Context: an optimization exercise on an open-source flow, tuned for small area, a short achievable clock period and few clock cycles. The choices shown serve that exercise and are no tape-out recipe.
Only simulation tests tie the RTL to the original design; equivalence was not proved.
Power is estimated from default activity; no workload was simulated.

==> inputs of run Z <==
// deco8_decode
module deco8_decode (
    input  wire        clk,
    input  wire        rst,           
    input  wire        start,         
    input  wire        cartlen_ok,    
    output reg         cart_re,
    output reg  [14:0] cart_addr,
    input  wire [7:0]  cart_rdata,
    output reg         out_re,
    output reg  [17:0] out_raddr,
    input  wire [7:0]  out_rdata,
    output reg         out_we,
    output reg  [17:0] out_waddr,
    output reg  [7:0]  out_wdata,
    output reg         done,
    output reg  [15:0] status,
    output reg  [1:0]  version,
    output wire [31:0] magic,
    output wire [15:0] dlen,
    output wire [15:0] hdr6,
    output reg  [17:0] textlen,
    output reg         text_valid,
    output reg         empty
);
export LEC_CHECK = 0
export CAP_MARGIN = 20
export CORE_MARGIN = 2
export CORE_UTILIZATION = 55
export SLEW_MARGIN = 20
create_clock -name core_clock -period 10.0 [get_ports {clk}]
standard.sh (not shown) runs the stock make flow with config.mk's settings and CLKGATE_MAP_FILE= SYNTH_SCRIPT=/design/flow/synth_recipe.tcl, a recipe that flattens the netlist after the stock synthesis.
==> flow/flow/run.sh <==
#!/bin/bash
# The standard layout (standard.sh: the standard synthesis, floorplan,
# placement, CTS and routing) with these changes:
#  - the port buffers are buf_2 cells rather than the default pick, a slow
#    clock-delay cell; every port still gets its buffer;
#  - repair_timing aims at a setup margin of 6.5 ns, so it sizes the logic for a
#    shorter period than the 10 ns clock asks for.
# The clock period and the SDC constraints are the standard flow's, unchanged.
set -euo pipefail
bash standard.sh "BUFFER_PORTS_ARGS=-buffer_cell sky130_fd_sc_hd__buf_2" \
    SETUP_SLACK_MARGIN=6.5  "CTS_ARGS=-sink_clustering_enable -repair_clock_nets -dont_use_dummy_load -sink_clustering_size 30 -sink_clustering_max_diameter 80" finish > standard_flow.log 2>&1
==> inputs of run B, as changes to run Z <==
--- a/flow/design.v
+++ b/flow/design.v
@@ -30,18 +30,19 @@
     localparam IDLE = 0, HDR = 1, CLASS = 2, V0 = 3, V1 = 4, CP = 5, V2H = 6,
                V2C = 7, V2A = 8, V2B = 9, DRAIN = 10, TAIL = 11, ERR = 12;
     localparam NS = 13;
     reg [NS-1:0] st;
     reg        start_r, ok_r;
+    reg [1:0]  ver;
     reg        f1, f2;      
     reg [15:0] rc;          
     reg        rz, rle0, r1;    
     reg        g1;          
     reg        g2;          
     reg [2:0]  hidx;        
     reg [3:0]  cnt;         
-    reg [17:0] olen_c;      
+    reg [18:0] olen_c;      
     reg        ecode;       
     reg        bb;          
     reg        mism;        
     reg [63:0] hdr_o;       
     reg        a_v;         
@@ -58,15 +59,14 @@
     reg        u_bad;
     wire       u_lead2 = (out_wdata[7:5] == 3'b110) && (out_wdata[4:1] != 4'd0);   
     wire       u_lead3 = (out_wdata[7:4] == 4'b1110);                              
     wire       u_lead4 = (out_wdata[7:3] == 5'b11110) && (out_wdata[2:0] <= 3'd4);  
     wire       u_lo0   = (out_wdata[3:0] == 4'd0);
-    reg        tv_m, tv_d;
-    assign magic = hdr_o[63:32] & {32{tv_m}};
-    assign dlen  = hdr_o[31:16] & {16{tv_d}};
-    assign hdr6  = hdr_o[15:0]  & {16{tv_d}};
-    wire v2 = f2;           
+    assign magic = hdr_o[63:32] & {32{text_valid}};
+    assign dlen  = hdr_o[31:16] & {16{text_valid}};
+    assign hdr6  = hdr_o[15:0]  & {16{text_valid}};
+    wire v2 = (ver == 2'd2);
     wire [7:0] tab_r;
     assign tab_r[0] = (r_lit[5] & r_lit[4] & r_lit[2] & ~r_lit[1] & ~r_lit[0])
                      | (r_lit[5] & r_lit[4] & ~r_lit[3] & ~r_lit[2] & r_lit[1])
                      | (~r_lit[4] & r_lit[3] & ~r_lit[1] & ~r_lit[0])
                      | (r_lit[5] & r_lit[3] & r_lit[2])
@@ -142,11 +142,11 @@
             2'd1: begin mb1 = MAGIC_V1[23:16]; mb2 = MAGIC_V2[23:16]; end
             2'd2: begin mb1 = MAGIC_V1[15:8];  mb2 = MAGIC_V2[15:8];  end
             default: begin mb1 = MAGIC_V1[7:0]; mb2 = MAGIC_V2[7:0]; end
         endcase
     end
-    wire [18:0] src_x    = {1'b0, olen_c} - {7'd0, q0, q1[7:4]};
+    wire [18:0] src_x    = olen_c - {7'd0, q0, q1[7:4]};
     wire        len_gt   = (q0 == 8'h3C && {1'b0, q1[3:0]} + 5'd2 > {1'b0, q1[7:4]}) ||
                            (q0 == 8'h3D && q1 == 8'h0F);
     wire        bref_bad = src_x[18] || len_gt;
     wire        stall2   = (q0 == 8'h3C) && (q1[7:4] == 4'd2) && r_v && d_v;
     wire act_v1  = st[V1] && !rle0;
@@ -263,10 +263,11 @@
         if (st[HDR] && fv[0] && !hidx[2]) begin
             f1 <= (f1 || hidx == 3'd0) && (q0 == mb1);
             f2 <= (f2 || hidx == 3'd0) && (q0 == mb2);
         end
         if (st[CLASS]) begin
+            ver <= f1 ? 2'd1 : f2 ? 2'd2 : 2'd0;
             g1  <= f1 ? (rc >= 16'd15608) : (rc != 16'd0);
             g2  <= (rc > 16'd15608);
         end
         if ((st[HDR] && hidx[2:1] == 2'b10 && fv[0]) || (st[V2H] && fv[0])) begin
             rc <= {rc[7:0], q0};
@@ -290,13 +291,13 @@
             rz   <= c1;
             rle0 <= rc[15] || c0 || c1;
             r1   <= c2;
         end
         if (st[CLASS])
-            olen_c <= 18'h3C0;
+            olen_c <= 19'h3C0;
         else if (emit)
-            olen_c <= olen_c + 18'd1;
+            olen_c <= olen_c + 19'd1;
         if (st[CP]) cnt <= cnt - 4'd1;
         else        cnt <= q1[3:0];
         if (trunc || trunc1) ecode <= 1'b0;
         else if (st[CP] && bb) ecode <= 1'b1;
         bb <= bref_bad && st[V1];
@@ -324,12 +325,10 @@
             out_waddr <= 18'd0;
         else if (v2a_wr)
             out_waddr <= {10'd0, q0};
         else
             out_waddr <= out_waddr + {17'd0, out_we};
-        tv_m <= !rst && (tv_m || fin_ok);
-        tv_d <= !rst && (fin_ok || tv_d);
         if (st[TAIL] && fv[0]) hdr_o <= {hdr_o[55:0], q0};
         if (rs_start) begin
             u_need <= 2'd0;
             u_bad  <= 1'b0;
         end else if (out_we && !v2) begin
@@ -369,11 +368,11 @@
             out_we  <= d_v || v2a_wr;
             done    <= fin;
             if (fin) begin
                 status <= fin_status;
                 if (fin_ok) begin
-                    version    <= {f2, f1};
+                    version    <= ver;
                     textlen    <= out_waddr;
                     text_valid <= 1'b1;
                     empty      <= (out_waddr == 18'd0);
                 end
             end
--- a/flow/flow/run.sh
+++ b/flow/flow/run.sh
@@ -6,6 +6,6 @@
 #  - repair_timing aims at a setup margin of 6.5 ns, so it sizes the logic for a
 #    shorter period than the 10 ns clock asks for.
 # The clock period and the SDC constraints are the standard flow's, unchanged.
 set -euo pipefail
 bash standard.sh "BUFFER_PORTS_ARGS=-buffer_cell sky130_fd_sc_hd__buf_2" \
-    SETUP_SLACK_MARGIN=6.5  "CTS_ARGS=-sink_clustering_enable -repair_clock_nets -dont_use_dummy_load -sink_clustering_size 30 -sink_clustering_max_diameter 80" finish > standard_flow.log 2>&1
+    SETUP_SLACK_MARGIN=6.5  "CTS_ARGS=-repair_clock_nets -dont_use_dummy_load" finish > standard_flow.log 2>&1
==> inputs of run K, as changes to run Z <==
--- a/flow/design.v
+++ b/flow/design.v
@@ -30,18 +30,19 @@
     localparam IDLE = 0, HDR = 1, CLASS = 2, V0 = 3, V1 = 4, CP = 5, V2H = 6,
                V2C = 7, V2A = 8, V2B = 9, DRAIN = 10, TAIL = 11, ERR = 12;
     localparam NS = 13;
     reg [NS-1:0] st;
     reg        start_r, ok_r;
+    reg [1:0]  ver;
     reg        f1, f2;      
     reg [15:0] rc;          
     reg        rz, rle0, r1;    
     reg        g1;          
     reg        g2;          
     reg [2:0]  hidx;        
     reg [3:0]  cnt;         
-    reg [17:0] olen_c;      
+    reg [18:0] olen_c;      
     reg        ecode;       
     reg        bb;          
     reg        mism;        
     reg [63:0] hdr_o;       
     reg        a_v;         
@@ -58,15 +59,14 @@
     reg        u_bad;
     wire       u_lead2 = (out_wdata[7:5] == 3'b110) && (out_wdata[4:1] != 4'd0);   
     wire       u_lead3 = (out_wdata[7:4] == 4'b1110);                              
     wire       u_lead4 = (out_wdata[7:3] == 5'b11110) && (out_wdata[2:0] <= 3'd4);  
     wire       u_lo0   = (out_wdata[3:0] == 4'd0);
-    reg        tv_m, tv_d;
-    assign magic = hdr_o[63:32] & {32{tv_m}};
-    assign dlen  = hdr_o[31:16] & {16{tv_d}};
-    assign hdr6  = hdr_o[15:0]  & {16{tv_d}};
-    wire v2 = f2;           
+    assign magic = hdr_o[63:32] & {32{text_valid}};
+    assign dlen  = hdr_o[31:16] & {16{text_valid}};
+    assign hdr6  = hdr_o[15:0]  & {16{text_valid}};
+    wire v2 = (ver == 2'd2);
     wire [7:0] tab_r;
     assign tab_r[0] = (r_lit[5] & r_lit[4] & r_lit[2] & ~r_lit[1] & ~r_lit[0])
                      | (r_lit[5] & r_lit[4] & ~r_lit[3] & ~r_lit[2] & r_lit[1])
                      | (~r_lit[4] & r_lit[3] & ~r_lit[1] & ~r_lit[0])
                      | (r_lit[5] & r_lit[3] & r_lit[2])
@@ -142,11 +142,11 @@
             2'd1: begin mb1 = MAGIC_V1[23:16]; mb2 = MAGIC_V2[23:16]; end
             2'd2: begin mb1 = MAGIC_V1[15:8];  mb2 = MAGIC_V2[15:8];  end
             default: begin mb1 = MAGIC_V1[7:0]; mb2 = MAGIC_V2[7:0]; end
         endcase
     end
-    wire [18:0] src_x    = {1'b0, olen_c} - {7'd0, q0, q1[7:4]};
+    wire [18:0] src_x    = olen_c - {7'd0, q0, q1[7:4]};
     wire        len_gt   = (q0 == 8'h3C && {1'b0, q1[3:0]} + 5'd2 > {1'b0, q1[7:4]}) ||
                            (q0 == 8'h3D && q1 == 8'h0F);
     wire        bref_bad = src_x[18] || len_gt;
     wire        stall2   = (q0 == 8'h3C) && (q1[7:4] == 4'd2) && r_v && d_v;
     wire act_v1  = st[V1] && !rle0;
@@ -263,10 +263,11 @@
         if (st[HDR] && fv[0] && !hidx[2]) begin
             f1 <= (f1 || hidx == 3'd0) && (q0 == mb1);
             f2 <= (f2 || hidx == 3'd0) && (q0 == mb2);
         end
         if (st[CLASS]) begin
+            ver <= f1 ? 2'd1 : f2 ? 2'd2 : 2'd0;
             g1  <= f1 ? (rc >= 16'd15608) : (rc != 16'd0);
             g2  <= (rc > 16'd15608);
         end
         if ((st[HDR] && hidx[2:1] == 2'b10 && fv[0]) || (st[V2H] && fv[0])) begin
             rc <= {rc[7:0], q0};
@@ -290,13 +291,13 @@
             rz   <= c1;
             rle0 <= rc[15] || c0 || c1;
             r1   <= c2;
         end
         if (st[CLASS])
-            olen_c <= 18'h3C0;
+            olen_c <= 19'h3C0;
         else if (emit)
-            olen_c <= olen_c + 18'd1;
+            olen_c <= olen_c + 19'd1;
         if (st[CP]) cnt <= cnt - 4'd1;
         else        cnt <= q1[3:0];
         if (trunc || trunc1) ecode <= 1'b0;
         else if (st[CP] && bb) ecode <= 1'b1;
         bb <= bref_bad && st[V1];
@@ -324,12 +325,10 @@
             out_waddr <= 18'd0;
         else if (v2a_wr)
             out_waddr <= {10'd0, q0};
         else
             out_waddr <= out_waddr + {17'd0, out_we};
-        tv_m <= !rst && (tv_m || fin_ok);
-        tv_d <= !rst && (fin_ok || tv_d);
         if (st[TAIL] && fv[0]) hdr_o <= {hdr_o[55:0], q0};
         if (rs_start) begin
             u_need <= 2'd0;
             u_bad  <= 1'b0;
         end else if (out_we && !v2) begin
@@ -369,11 +368,11 @@
             out_we  <= d_v || v2a_wr;
             done    <= fin;
             if (fin) begin
                 status <= fin_status;
                 if (fin_ok) begin
-                    version    <= {f2, f1};
+                    version    <= ver;
                     textlen    <= out_waddr;
                     text_valid <= 1'b1;
                     empty      <= (out_waddr == 18'd0);
                 end
             end
==> flow/flow/run.sh (replaced) <==
#!/bin/bash
# The standard layout (standard.sh: the standard synthesis, floorplan,
# placement, CTS and routing) with these changes:
#  - the port buffers are buf_2 cells rather than the default pick, a slow
#    clock-delay cell; every port still gets its buffer;
#  - repair_timing aims at a setup margin of 6.6 ns, so it sizes the logic for a
#    shorter period than the 10 ns clock asks for.
# The clock period and the SDC constraints are the standard flow's, unchanged.
set -euo pipefail
bash standard.sh "BUFFER_PORTS_ARGS=-buffer_cell sky130_fd_sc_hd__buf_2" \
    SETUP_SLACK_MARGIN=6.6  "CTS_ARGS=-sink_clustering_enable -repair_clock_nets -dont_use_dummy_load -sink_clustering_size 30 -sink_clustering_max_diameter 80" finish > standard_flow.log 2>&1
==> run notes <==
| metric | run K | run B | run Z |
|---|---|---|---|
| Status | finished clean | finished clean | finished clean |
| Worst skew pair latency | 0.52 ns | 0.56 ns | 0.51 ns |
| Standard cell area after detailed placement | 15600 um2 | 15600 um2 | 15500 um2 |
| Number of vias per cell | 5.85 | 5.90 | 5.93 |
| Simple-Gate Fraction of Synth Area | 0.204 | 0.204 | 0.205 |
| Global-route layer with the greatest usage | met2 | met2 | met1 |
| Sequential share of the synthesized area | 0.470 | 0.470 | 0.469 |
| Fraction of the mapped netlist area in compound gates | 0.153 | 0.153 | 0.163 |
| Number of buffers added by the clock tree synthesis step | 16 | 49 | 15 |
| Final Cycle Share | 0.338 | 0.340 | 0.335 |
| Share of cells above drive strength 1 | 0.145 | 0.161 | 0.149 |
| Placement-stage worst setup slack | 6.31 ns | 6.21 ns | 6.19 ns |
| Signed area change from the synthesized netlist to the final layout | 10.2% | 15.6% | 9.41% |
| Capture point of the worst path | hdr6[14] | hdr6[6] | hdr6[7] |
| Combinational cell power | 0.633 mW | 0.635 mW | 0.722 mW |
| Static Leak | 6.54 nW | 6.93 nW | 6.47 nW |
| Footprint of the multi-input gates | 7190 um2 | 7190 um2 | 7160 um2 |
| Aggregate routed wire length | 37700 um | 38700 um | 36900 um |
Testbench counts of run Z, summed over its fixed seeds: cycles 382,588.
Testbench counts of run B, summed over its fixed seeds: cycles 382,588.
Testbench counts of run K, summed over its fixed seeds: cycles 382,588.

-- re-timing with driven ports --
The flow's constraints put no driver on any port. The routed layouts listed below were extracted and timed again, unchanged, in two steps.
Step 1: set_driving_cell puts a clkbuf_16 on clk and a buf_2 on each other input, an assumption about the parent block.
Step 2 times the ports against the registers' clock, not the clock port: input delays grow and output delays shrink by t, the midpoint of the rising clock arrivals with the driver on.
Three values: no drivers, after step 1, after step 2; two values: the first two.
| run | shift t [ns] | slack for setup (ns) | worst setup path at the end | slew at the worst register clock pin (ns) | pins driven straight from the clock port |
|---|---|---|---|---|---|
| run Z | 0.540 | 6.652 / 6.599 / 6.185 | input to register | 0.12 / 0.12 | 1 |
| run B | 0.597 | 6.605 / 6.554 / 6.069 | input to register | 0.08 / 0.08 | 1 |
| run K | 0.548 | 6.622 / 6.573 / 6.300 | input to register | 0.11 / 0.11 | 1 |
After both steps every run listed still meets setup and hold. The setup slack of run B, which loses most, moves by -0.051 ns with the drivers and by -0.536 ns with both steps.
